This is an optimization exercise on Yosys and OpenROAD, whose aim is small area, not a production implementation.
Only simulation tests tie the RTL to the original design; equivalence was not proved.
Power figures rest on the tool's default switching activity, not on a simulated workload.

## cu_codec
module cu_codec (
    input  wire        clk,
    input  wire        rst_n,
    input  wire        req_valid,
    output wire        req_ready,
    input  wire [7:0]  req_op,
    input  wire [31:0] req_a,
    input  wire [31:0] req_v,
    input  wire [31:0] req_r,
    input  wire        close,
    output wire        rsp_valid,
    output wire [2:0]  rsp_code,
    output wire [2:0]  rsp_kind,
    output wire [31:0] rsp_fuel,
    output wire [3:0]  rsp_start,
    output wire [3:0]  rsp_mode,
    output wire [7:0]  rsp_pit,
    output wire [3:0]  rsp_display,
    output wire [4:0]  rsp_tm_addr,
    output wire [31:0] rsp_tm_stamp,
    output wire [3:0]  rsp_tm_sector,
    output wire [31:0] rsp_version,
    output wire [15:0] rsp_raw_len,
    output wire [63:0] rsp_raw_head,
    output reg  [15:0] discards,
    output wire        tx_valid,
    input  wire        tx_ready,
    output wire [7:0]  tx_data,
    output wire        tx_last,
    input  wire [1:0]  tx_status,
    input  wire        rx_valid,
    output wire        rx_ready,
    input  wire [7:0]  rx_data,
    input  wire        rx_last,
    input  wire        rx_timeout,
    input  wire        rx_ioerr,
    output reg         diag_valid,
    output wire [7:0]  diag_byte
);
Size in the first run: roughly 820 cells after synthesis.
Settings: LEC_CHECK=0, CAP_MARGIN=20, CORE_MARGIN=2, CORE_UTILIZATION=70, PLACE_DENSITY=0.8, SLEW_MARGIN=20; clock period 12.0 ns.
standard.sh (not shown) runs the stock make flow with config.mk's settings and CLKGATE_MAP_FILE= SYNTH_SCRIPT=/design/flow/synth_recipe.tcl, a recipe that flattens the netlist after the stock synthesis.
==> flow/flow/run.sh <==
#!/bin/bash
# The standard layout (standard.sh) with three changes:
#  - synthesis maps with an area-oriented ABC script (abc_area_map.script)
#    instead of ORFS's delay-oriented one; registers are untouched;
#  - each port gets the smallest buffer (buf_1) instead of the resizer's pick;
#  - CTS uses clkbuf_8 and inserts no dummy loads.
set -euo pipefail
here=$(pwd)
rm -rf "$here/scripts_local"
cp -r "$FLOW_HOME/scripts" "$here/scripts_local"
cp "$here/flow/abc_area_map.script" "$here/scripts_local/abc_speed.script"
export SCRIPTS_DIR="$here/scripts_local"
export BUFFER_PORTS_ARGS="-buffer_cell sky130_fd_sc_hd__buf_1"
export CTS_ARGS="-sink_clustering_enable -repair_clock_nets -dont_use_dummy_load -buf_list sky130_fd_sc_hd__clkbuf_8"
bash standard.sh > "$here/flow.log" 2>&1
==> flow/flow/abc_area_map.script <==
strash
dch -f
amap
buffer -c
The baseline never finished: it broke off in I/O pin placement (3_2_place_iop).
==> next run, changes <==
CORE_UTILIZATION = 55   (was 70)
PLACE_DENSITY = 0.65   (was 0.8)
Result: The new run went through all stages and came out clean. Area after synthesis does not change. Synthesized cell count stays the same.
==> next run, changes <==
--- a/flow/flow/run.sh
+++ b/flow/flow/run.sh
@@ -14 +14 @@
-export CTS_ARGS="-sink_clustering_enable -repair_clock_nets -dont_use_dummy_load -buf_list sky130_fd_sc_hd__clkbuf_8"
+export CTS_ARGS="-sink_clustering_enable -repair_clock_nets -dont_use_dummy_load -buf_list sky130_fd_sc_hd__clkbuf_16 -sink_clustering_size 120 -sink_clustering_max_diameter 400"
Outcome: Via count barely changes. Core utilization goes up by 0.80 points. Worst setup slack degrades by 0.075 ns. Clock skew is lower by 0.0068 ns. Area after synthesis does not change. Cell area climbs by about 1.3%. Sequential power hardly moves. Flip-flop and latch count does not change.

========
Another version of the RTL of cu_codec (not shown whole).
Size: about 110 flip-flops.
==> flow/design.v (excerpt) <==
module cu_codec (
    input  wire        clk,
    input  wire        rst_n,
    input  wire        req_valid,
    output wire        req_ready,
    input  wire [7:0]  req_op,
    input  wire [31:0] req_a,
    input  wire [31:0] req_v,
    input  wire [31:0] req_r,
    input  wire        close,
    output wire        rsp_valid,
    output wire [2:0]  rsp_code,
    output wire [2:0]  rsp_kind,
    output wire [31:0] rsp_fuel,
    output wire [3:0]  rsp_start,
    output wire [3:0]  rsp_mode,
    output wire [7:0]  rsp_pit,
    output wire [3:0]  rsp_display,
    output wire [4:0]  rsp_tm_addr,
    output wire [31:0] rsp_tm_stamp,
    output wire [3:0]  rsp_tm_sector,
    output wire [31:0] rsp_version,
    output wire [15:0] rsp_raw_len,
    output wire [63:0] rsp_raw_head,
    output reg  [15:0] discards,
    output wire        tx_valid,
    input  wire        tx_ready,
    output wire [7:0]  tx_data,
    output wire        tx_last,
    input  wire [1:0]  tx_status,
    input  wire        rx_valid,
    output wire        rx_ready,
    input  wire [7:0]  rx_data,
    input  wire        rx_last,
    input  wire        rx_timeout,
    input  wire        rx_ioerr,
    output reg         diag_valid,
    output wire [7:0]  diag_byte
);
    reg  [3:0]  st;
    wire s_resp  = st[3];
    wire s_idle  = ~st[3] & ~st[1] & ~st[0];
    wire s_send  = ~st[3] & ~st[1] &  st[0];
    wire s_await = ~st[3] &  st[1] & ~st[0];
    wire s_dec   = ~st[3] &  st[1] &  st[0];
    wire drop    = st[2];
    reg         closed;
    reg  [4:0]  op;                  
    reg  [15:0] cnt;                 
    reg  [3:0]  sum;                 
    reg         f3a;                 
    reg         chk;                 
    reg  [2:0]  ph;                  
    reg  [7:0]  p [0:6];             
    wire [3:0] vlo = discards[3:0];
    wire [3:0] vhi = discards[7:4];
    wire [3:0] rr  = discards[11:8];
    wire [2:0] aa  = discards[14:12];
  ...
Settings: LEC_CHECK=0, CAP_MARGIN=20, CORE_MARGIN=2, CORE_UTILIZATION=55, PLACE_DENSITY=0.65, SLEW_MARGIN=20; clock period 12.0 ns.
==> flow/flow/run.sh <==
#!/bin/bash
# The standard layout (standard.sh) with these changes:
#  - synthesis maps with an area-oriented ABC script (abc_area_map.script:
#    a timed &deepsyn AIG search, then choice-based area mapping) instead of
#    ORFS's delay-oriented one, and may not pick the larger-drive variants of
#    logic cells (synth_dont_use.txt, added to the platform's don't-use list
#    for synthesis only); registers are untouched;
#  - each port gets the smallest buffer (buf_1) instead of the resizer's pick;
#  - CTS uses clkbuf_8 and inserts no dummy loads.
set -euo pipefail
here=$(pwd)
rm -rf "$here/scripts_local"
cp -r "$FLOW_HOME/scripts" "$here/scripts_local"
cp "$here/flow/abc_area_map.script" "$here/scripts_local/abc_speed.script"
export SCRIPTS_DIR="$here/scripts_local"
export BUFFER_PORTS_ARGS="-buffer_cell sky130_fd_sc_hd__buf_1"
export CTS_ARGS="-sink_clustering_enable -repair_clock_nets -dont_use_dummy_load -buf_list sky130_fd_sc_hd__clkbuf_16 -sink_clustering_size 40 -sink_clustering_max_diameter 200 -sink_buffer_max_cap_derate 1.0"
base=$(make -s -C "$FLOW_HOME" DESIGN_CONFIG="$here/config.mk" WORK_HOME="$here/orfs" print-DONT_USE_CELLS 2> "$here/print.log" | sed -n 's/^DONT_USE_CELLS: //p')
[[ "$base" == *sky130_fd_sc_hd__lpflow* ]] || { echo "could not read the platform's DONT_USE_CELLS" >&2; exit 1; }
bash standard.sh synth "DONT_USE_CELLS=$base $(cat "$here/flow/synth_dont_use.txt")" > "$here/synth.log" 2>&1
bash standard.sh > "$here/flow.log" 2>&1
Other scripts of this flow, unchanged in this note and not shown: flow/flow/abc_area_map.script, flow/flow/synth_dont_use.txt
The baseline completed with no timing, DRC or antenna violations.
Rerun with:
--- a/flow/flow/run.sh
+++ b/flow/flow/run.sh
@@ -17 +17 @@
-export CTS_ARGS="-sink_clustering_enable -repair_clock_nets -dont_use_dummy_load -buf_list sky130_fd_sc_hd__clkbuf_16 -sink_clustering_size 40 -sink_clustering_max_diameter 200 -sink_buffer_max_cap_derate 1.0"
+export CTS_ARGS="-sink_clustering_enable -repair_clock_nets -dont_use_dummy_load -buf_list sky130_fd_sc_hd__clkbuf_8"
Outcome: Via count went down by 1.9%. Die area came out lower by 1.3%. Power came out lower by 5.7%. Register-to-register slack gains 0.37 ns. Clock skew shrinks by 0.0077 ns. Setup slack improved by 0.32 ns.
Rerun with:
--- a/flow/flow/run.sh
+++ b/flow/flow/run.sh
@@ -17 +17 @@
-export CTS_ARGS="-sink_clustering_enable -repair_clock_nets -dont_use_dummy_load -buf_list sky130_fd_sc_hd__clkbuf_8"
+export CTS_ARGS="-sink_clustering_enable -repair_clock_nets -dont_use_dummy_load -buf_list sky130_fd_sc_hd__clkbuf_8 -sink_clustering_size 30 -sink_clustering_max_diameter 150"
After rerunning:
- synthesized area climbs by 1.4%
- global-route usage drops by 0.63 points
- wire length climbs by 0.46%
- worst setup slack gets worse by 0.44 ns
- worst hold slack barely changes
- synthesized cell count climbs by 0.82%
- clock skew climbs by 0.022 ns
- register-to-register slack gets worse by 0.42 ns
- flip-flop and latch count is unchanged

========
cu_codec, a different RTL version from the one above (not shown whole).
Size in the first run: about 110 flip-flops, about 370 I/O pins, about 0.0070 mm2 of cells after synthesis.
export LEC_CHECK = 0
export CAP_MARGIN = 20
export CORE_MARGIN = 2
export CORE_UTILIZATION = 55
export PLACE_DENSITY = 0.65
export SLEW_MARGIN = 20
create_clock -name core_clock -period 12.0 [get_ports {clk}]
==> flow/flow/run.sh <==
#!/bin/bash
# The standard layout (standard.sh) with three changes:
#  - synthesis maps with an area-oriented ABC script (abc_area_map.script)
#    instead of ORFS's delay-oriented one; registers are untouched;
#  - each port gets the smallest buffer (buf_1) instead of the resizer's pick;
#  - CTS uses clkbuf_8 and inserts no dummy loads.
set -euo pipefail
here=$(pwd)
rm -rf "$here/scripts_local"
cp -r "$FLOW_HOME/scripts" "$here/scripts_local"
cp "$here/flow/abc_area_map.script" "$here/scripts_local/abc_speed.script"
export SCRIPTS_DIR="$here/scripts_local"
export BUFFER_PORTS_ARGS="-buffer_cell sky130_fd_sc_hd__buf_1"
export CTS_ARGS="-sink_clustering_enable -repair_clock_nets -dont_use_dummy_load -root_buf sky130_fd_sc_hd__clkbuf_8 -buf_list sky130_fd_sc_hd__clkbuf_4"
bash standard.sh > "$here/flow.log" 2>&1
Scripts as last shown in full above: flow/flow/abc_area_map.script
The baseline completed without violations.
==> next run, changes <==
--- a/flow/flow/run.sh
+++ b/flow/flow/run.sh
@@ -13,3 +13,3 @@
 export BUFFER_PORTS_ARGS="-buffer_cell sky130_fd_sc_hd__buf_1"
-export CTS_ARGS="-sink_clustering_enable -repair_clock_nets -dont_use_dummy_load -root_buf sky130_fd_sc_hd__clkbuf_8 -buf_list sky130_fd_sc_hd__clkbuf_4"
+export CTS_ARGS="-sink_clustering_enable -repair_clock_nets -dont_use_dummy_load -buf_list sky130_fd_sc_hd__clkbuf_8"
 bash standard.sh > "$here/flow.log" 2>&1
The changed run finished with timing, DRC and antenna clean. Via count stays the same. Clock skew is unchanged. Worst setup slack stays the same. Design area does not change. Global-route usage stays the same. Combinational power is about the same.

-- afterwards: timing with drivers on the ports --
The flow's constraints put no driver on any port. The routed layouts listed below were extracted and timed again, unchanged, in two steps. Step 1: set_driving_cell puts a clkbuf_16 on clk and a buf_2 on each other input, an assumption about the parent block. Step 2, shift: input delay + t, output delay - t, t = (earliest + latest rising clock arrival at the registers) / 2. This alone moves slack from input paths to output paths. Slacks: ideal ports / drivers / drivers and shift; pairs: ideal ports / drivers.
| run | shift t [ns] | slack for setup (ns) | worst setup path after step 2 |
|---|---|---|---|
| the second run of note 1 | 0.395 | 5.196 / 5.209 / 4.814 | input to register |
| the third run of note 1 | 0.374 | 5.121 / 5.138 / 4.764 | input to register |
| the first run of note 2 | 0.391 | 5.248 / 5.202 / 5.004 | input to register |
| the second run of note 2 | 0.422 | 5.569 / 5.578 / 5.156 | input to register |
| the third run of note 2 | 0.407 | 5.125 / 5.090 / 5.003 | input to register |
| the first run of note 3 | 0.402 | 5.376 / 5.376 / 5.147 | input to register |
| the second run of note 3 | 0.402 | 5.376 / 5.376 / 5.147 | input to register |
After both steps setup and hold are still met in every run listed. For the second run of note 2, which loses most, drivers alone change the setup slack by +0.009 ns; drivers and shift together by -0.413 ns.
